What follows belongs to an exercise in optimizing a design on an open flow for small area, a short achievable clock period and few clock cycles per item; a production flow would make more cautious choices.
In this exercise RTL edits were held to simulation tests only and were not proved equivalent to the original.

alpha:
## tpaq_hasher
module tpaq_hasher (
    input  wire         clk,
    input  wire         rst,
    input  wire         in_valid,
    output wire         in_ready,
    input  wire         in_op,
    input  wire [149:0] in_data,
    output reg          out_valid,
    output reg          out_err,
    output reg  [223:0] out_ctx,
    output reg  [31:0]  out_c4,
    output reg  [23:0]  out_h
);
    localparam [31:0] C  = 32'd200002979;
    localparam [31:0] CC = C * C;
    function [31:0] hash_c;
        input [31:0] py;
        input [31:0] y;
        reg   [31:0] g;
        begin
            g = CC ^ py;
            hash_c = {g[31], g[31:1]} ^ {{9{g[31]}}, g[31:9]} ^ {{2{C[31]}}, C[31:2]}
                   ^ {{3{y[31]}}, y[31:3]} ^ C;
        end
    endfunction
    assign in_ready = 1'b1;
    reg         v_r, op_r, rst_r;
    reg [149:0] d_r;
    always @(posedge clk) begin
        if (rst) v_r <= 1'b0;
        else     v_r <= in_valid;
        rst_r <= rst;
        op_r  <= in_op;
        d_r   <= in_data;
    end
    reg [31:0] c4, c8;
    reg [23:0] h;
    reg [30:0] pos, bc;
    reg        text;         
    reg        sel1;         
    reg [31:0] h2;           
    reg        v_s, e_s;
    wire [7:0]  b       = d_r[7:0];
    wire        refuse  = &pos;
    wire [23:0] h_n;         
    wire [30:0] pos_inc = pos + 31'd1;
    wire [30:0] bc_inc  = bc + 31'd1;
    wire        text0   = bc < (pos_inc >> 2);
    wire        text1   = bc_inc < (pos_inc >> 2);
  ...
==> module tpaq_hasher, before the edit <==
module tpaq_hasher (
    input  wire         clk,
    input  wire         rst,
    input  wire         in_valid,
    output wire         in_ready,
    input  wire         in_op,
    input  wire [149:0] in_data,
    output reg          out_valid,
    output reg          out_err,
    output reg  [223:0] out_ctx,
    output reg  [31:0]  out_c4,
    output reg  [23:0]  out_h
);
    localparam [31:0] C  = 32'd200002979;
    localparam [31:0] CC = C * C;
    function [31:0] hash_c;
        input [31:0] py;
        input [31:0] y;
        reg   [31:0] g;
        begin
            g = CC ^ py;
            hash_c = {g[31], g[31:1]} ^ {{9{g[31]}}, g[31:9]} ^ {{2{C[31]}}, C[31:2]}
                   ^ {{3{y[31]}}, y[31:3]} ^ C;
        end
    endfunction
    assign in_ready = 1'b1;
    reg         v_r, op_r, rst_r;
    reg [149:0] d_r;
    always @(posedge clk) begin
        if (rst) v_r <= 1'b0;
        else     v_r <= in_valid;
        rst_r <= rst;
        op_r  <= in_op;
        d_r   <= in_data;
    end
    reg [31:0] c4, c8;
    reg [23:0] h;
    reg [30:0] pos, bc;
    reg        text;         
    reg        sel1;         
    reg [31:0] h2;           
    reg        v_s, e_s;
    wire [7:0]  b       = d_r[7:0];
    wire        refuse  = &pos;
    wire [23:0] h_n;         
    wire [30:0] pos_inc = pos + 31'd1;
    wire [30:0] bc_inc  = bc + 31'd1;
    wire        text0   = bc < (pos_inc >> 2);
    wire        text1   = bc_inc < (pos_inc >> 2);
    wire        text_n  = b[7] ? text1 : text0;
    hash_h u_h (.h(h), .c({c4[15:0], b}), .y(h_n));
    always @(posedge clk) begin
        if (rst) begin
            v_s <= 1'b0; e_s <= 1'b0;
        end else begin
            v_s <= v_r;
            e_s <= v_r && !op_r && refuse;
        end
        if (rst_r) begin
            c4 <= 32'd0; c8 <= 32'd0; h <= 24'd0;
            pos <= 31'd0; bc <= 31'd0;
        end else begin
            if (v_r) begin
                if (op_r) begin
                    c4  <= d_r[31:0];
                    c8  <= d_r[63:32];
                    h   <= d_r[87:64];
                    pos <= d_r[118:88];
                    bc  <= d_r[149:119];
                end else if (!refuse) begin
                    c4  <= {c4[23:0], b};
                    c8  <= {c8[23:0], c4[31:24]};
                    h   <= h_n;
                    pos <= pos_inc;
                    bc  <= b[7] ? bc_inc : bc;
                end
            end
        end
        text <= text_n;
        sel1 <= text_n && !c4[23] && !c4[15] && !c4[7] && !b[7];
        h2   <= (text_n && !c8[23] && !c8[15] && !c8[7] && !c4[31])
                ? {c8[23:0], c4[31:24]} : {{16{c8[23]}}, c8[23:8]};
    end
    reg        v_a, e_a, text_a;
    reg [31:0] c4_a, x1_a, x2_a, x3_a, x4_a, x5_a, x6_a;
    reg [15:0] c8l_a;
    reg [23:0] h_a;
    wire [31:0] h1 = sel1 ? c4 : {{16{c4[31]}}, c4[31:16]};
    wire [31:0] s4c, h2c, pc, mc;
    mul_c  u_h2 (.x(h2), .y(h2c));
    mul_c  u_p  (.x(c4), .y(pc));
    mul_cm u_m  (.x(c4), .y(mc));
    mul_cs u_s4 (.x(c4[31:16]), .y(s4c));
    wire [31:0] g6 = (sel1 ? pc : s4c) ^ h2c;
    always @(posedge clk) begin
        if (rst) begin
            v_a <= 1'b0; e_a <= 1'b0;
        end else begin
            v_a <= v_s; e_a <= e_s;
        end
        text_a <= text;
        c4_a   <= c4;
        c8l_a  <= c8[15:0];
        h_a    <= h;
        x1_a   <= hash_c(pc << 24, c4 << 24);
        x2_a   <= hash_c(pc << 16, c4 << 16);
        x3_a   <= hash_c(pc << 8,  c4 << 8);
        x4_a   <= hash_c(mc,       c4 & 32'hF0F0F0F0);
        x5_a   <= hash_c(pc,       c4);
        x6_a   <= {g6[31], g6[31:1]} ^ {{9{g6[31]}}, g6[31:9]} ^ {{2{h1[31]}}, h1[31:2]}
                ^ {{3{h2[31]}}, h2[31:3]} ^ C;
    end
    reg        v_b, e_b;
    reg [31:0] c4_b;
    reg [23:0] h_b;
    reg [223:0] t_b;
    wire [31:0] x0 = text_a ? (c4_a ^ {16'd0, c8l_a}) : {c4_a[31:16], 16'd0};
    wire [223:0] t_n;
    mul_k1_0 u_k10 (.x(x0),   .y(t_n[ 31:  0]));
    mul_k1_1 u_k11 (.x(x1_a), .y(t_n[ 63: 32]));
    wire [31:0] x2_b = {x2_a[31:23], x5_a[6:0] ^ 7'h24, x2_a[15:0]};
    wire [31:0] x3_b = {x3_a[31:23], x5_a[14:0] ^ 15'h0D29, x3_a[7:0]};
    mul_k1_2 u_k12 (.x(x2_b), .y(t_n[ 95: 64]));
    mul_k1_3 u_k13 (.x(x3_b), .y(t_n[127: 96]));
    mul_k1_4 u_k14 (.x(x4_a), .y(t_n[159:128]));
    mul_k1_5 u_k15 (.x(x5_a), .y(t_n[191:160]));
    mul_k1_6 u_k16 (.x(x6_a), .y(t_n[223:192]));
    always @(posedge clk) begin
        if (rst) begin
            v_b <= 1'b0; e_b <= 1'b0;
        end else begin
            v_b <= v_a; e_b <= e_a;
        end
        c4_b <= c4_a;
        h_b  <= h_a;
        t_b  <= t_n;
    end
    wire [223:0] ctx_n;
    mul_k2_0 u_k20 (.x({t_b[ 15:  0], t_b[ 31: 16]}), .y(ctx_n[ 31:  0]));
    mul_k2_1 u_k21 (.x({t_b[ 47: 32], t_b[ 63: 48]}), .y(ctx_n[ 63: 32]));
    mul_k2_2 u_k22 (.x({t_b[ 79: 64], t_b[ 95: 80]}), .y(ctx_n[ 95: 64]));
    mul_k2_3 u_k23 (.x({t_b[111: 96], t_b[127:112]}), .y(ctx_n[127: 96]));
    mul_k2_4 u_k24 (.x({t_b[143:128], t_b[159:144]}), .y(ctx_n[159:128]));
    mul_k2_5 u_k25 (.x({t_b[175:160], t_b[191:176]}), .y(ctx_n[191:160]));
    mul_k2_6 u_k26 (.x({t_b[207:192], t_b[223:208]}), .y(ctx_n[223:192]));
    always @(posedge clk) begin
        if (rst) begin
            out_valid <= 1'b0; out_err <= 1'b0;
        end else begin
            out_valid <= v_b; out_err <= e_b;
        end
        out_c4  <= c4_b;
        out_h   <= h_b;
        out_ctx <= ctx_n;
    end
endmodule
Settings: LEC_CHECK=0, CAP_MARGIN=20, CORE_MARGIN=2, CORE_UTILIZATION=70, SLEW_MARGIN=20; clock period 28.0 ns.
standard.sh (not shown) runs the stock make flow with config.mk's settings and CLKGATE_MAP_FILE= SYNTH_SCRIPT=/design/flow/synth_recipe.tcl, a recipe that flattens the netlist after the stock synthesis.
==> flow/flow/run.sh <==
#!/bin/bash
# Standard layout with two changes:
#  - a netlist pass between synthesis and floorplan: flow/invpush.py removes
#    the inverters that synthesis leaves between full adders and xor gates
#    (a full adder is self-dual, so it can take its inputs inverted and give
#    its outputs inverted instead; an xor absorbs an inverted input by
#    becoming an xnor). Registers and all other cells stay as synthesized.
#  - the port buffers are plain buffers (buf_2) rather than delay cells.
#  - repair_timing aims beyond the period, and the clock tree uses no dummy loads.
# Each tool's output goes to its own log file here.
set -euo pipefail
R=orfs/results/${FLOW_PLATFORM}/tpaq_hasher/base
bash standard.sh synth > synth.log 2>&1
cp "$R/1_2_yosys.v" "$R/1_2_yosys_std.v"
python3 flow/invpush.py "$R/1_2_yosys_std.v" "$R/1_2_yosys.v" 3000000 > invpush.log 2>&1
rm -f "$R/1_synth.odb" "$R/1_synth.sdc"
bash standard.sh synth > synth_odb.log 2>&1
export BUFFER_PORTS_ARGS="-buffer_cell sky130_fd_sc_hd__buf_2"
# ask repair_timing for slack beyond the period, so that it speeds up the
# paths that set the achieved period
export SETUP_SLACK_MARGIN=21.2
# clock tree without dummy loads, with larger sink clusters (fewer buffers)
export CTS_ARGS="-sink_clustering_enable -repair_clock_nets -dont_use_dummy_load -sink_clustering_size 25 -sink_clustering_max_diameter 80"
bash standard.sh finish > layout.log 2>&1
Other scripts of this flow, unchanged in this note and not shown: flow/flow/invpush.py
Testbench counts of alpha, summed over its fixed seeds: cycles 32,032, items 32,000.
> inputs changed (alpha -> beta)
--- a/flow/design.v
+++ b/flow/design.v
@@ -119,8 +119,6 @@
     mul_k1_0 u_k10 (.x(x0),   .y(t_n[ 31:  0]));
     mul_k1_1 u_k11 (.x(x1_a), .y(t_n[ 63: 32]));
-    wire [31:0] x2_b = {x2_a[31:23], x5_a[6:0] ^ 7'h24, x2_a[15:0]};
-    wire [31:0] x3_b = {x3_a[31:23], x5_a[14:0] ^ 15'h0D29, x3_a[7:0]};
-    mul_k1_2 u_k12 (.x(x2_b), .y(t_n[ 95: 64]));
-    mul_k1_3 u_k13 (.x(x3_b), .y(t_n[127: 96]));
+    mul_k1_2 u_k12 (.x(x2_a), .y(t_n[ 95: 64]));
+    mul_k1_3 u_k13 (.x(x3_a), .y(t_n[127: 96]));
     mul_k1_4 u_k14 (.x(x4_a), .y(t_n[159:128]));
     mul_k1_5 u_k15 (.x(x5_a), .y(t_n[191:160]));
==> comparison <==
~same latest clock arrival within the worst-skew pair in alpha and beta
Changes observed in beta relative to alpha: first-iteration DRC count now sits higher, final wirelength now sits lower.
Higher number of vias in the routed layout goes to alpha over beta.
First-pass GRT wire length is higher on alpha
Re TritonCTS buffer count: beta is 1.3% down on alpha.
Diff alpha -> beta | count of clock-net buffers in the final layout | decrease of about 1.3%
Summary of beta over alpha: count of inserted antenna diode cells climbed 6, number of flip-flops and latches saw an increase, post-route fraction of the period consumed by the critical path closely matched the old numbers, non-clock buffer count climbed 6, post-synthesis cell area essentially unchanged.
Testbench counts of beta, summed over its fixed seeds: cycles 32,032, items 32,000.

## separate check: timing with driven ports
No port has a modelled driver above. Below, the same layouts with a new extraction and two added sets of constraints.
Step 1 assumes that a clkbuf_16 drives the clock port and a buf_2 every other input.
Step 2 adds t to the input delays and takes it off the output delays; t is the mean of the earliest and latest rising clock arrival at the registers after step 1. Input paths then give back, and output paths get back, about the clock's delay inside the block.
Slacks: no drivers / after step 1 / after step 2; pairs: no drivers / after step 1.
| run | t (ns) | slack for setup (ns) | worst setup path at the end | worst data-port slew with drivers (ns) |
|---|---|---|---|---|
| alpha | 0.787 | 21.147 / 21.055 / 21.335 | register to register | 0.16 |
| beta | 0.782 | 21.137 / 21.045 / 21.336 | register to register | 0.16 |
After both steps every run listed still meets setup and hold.
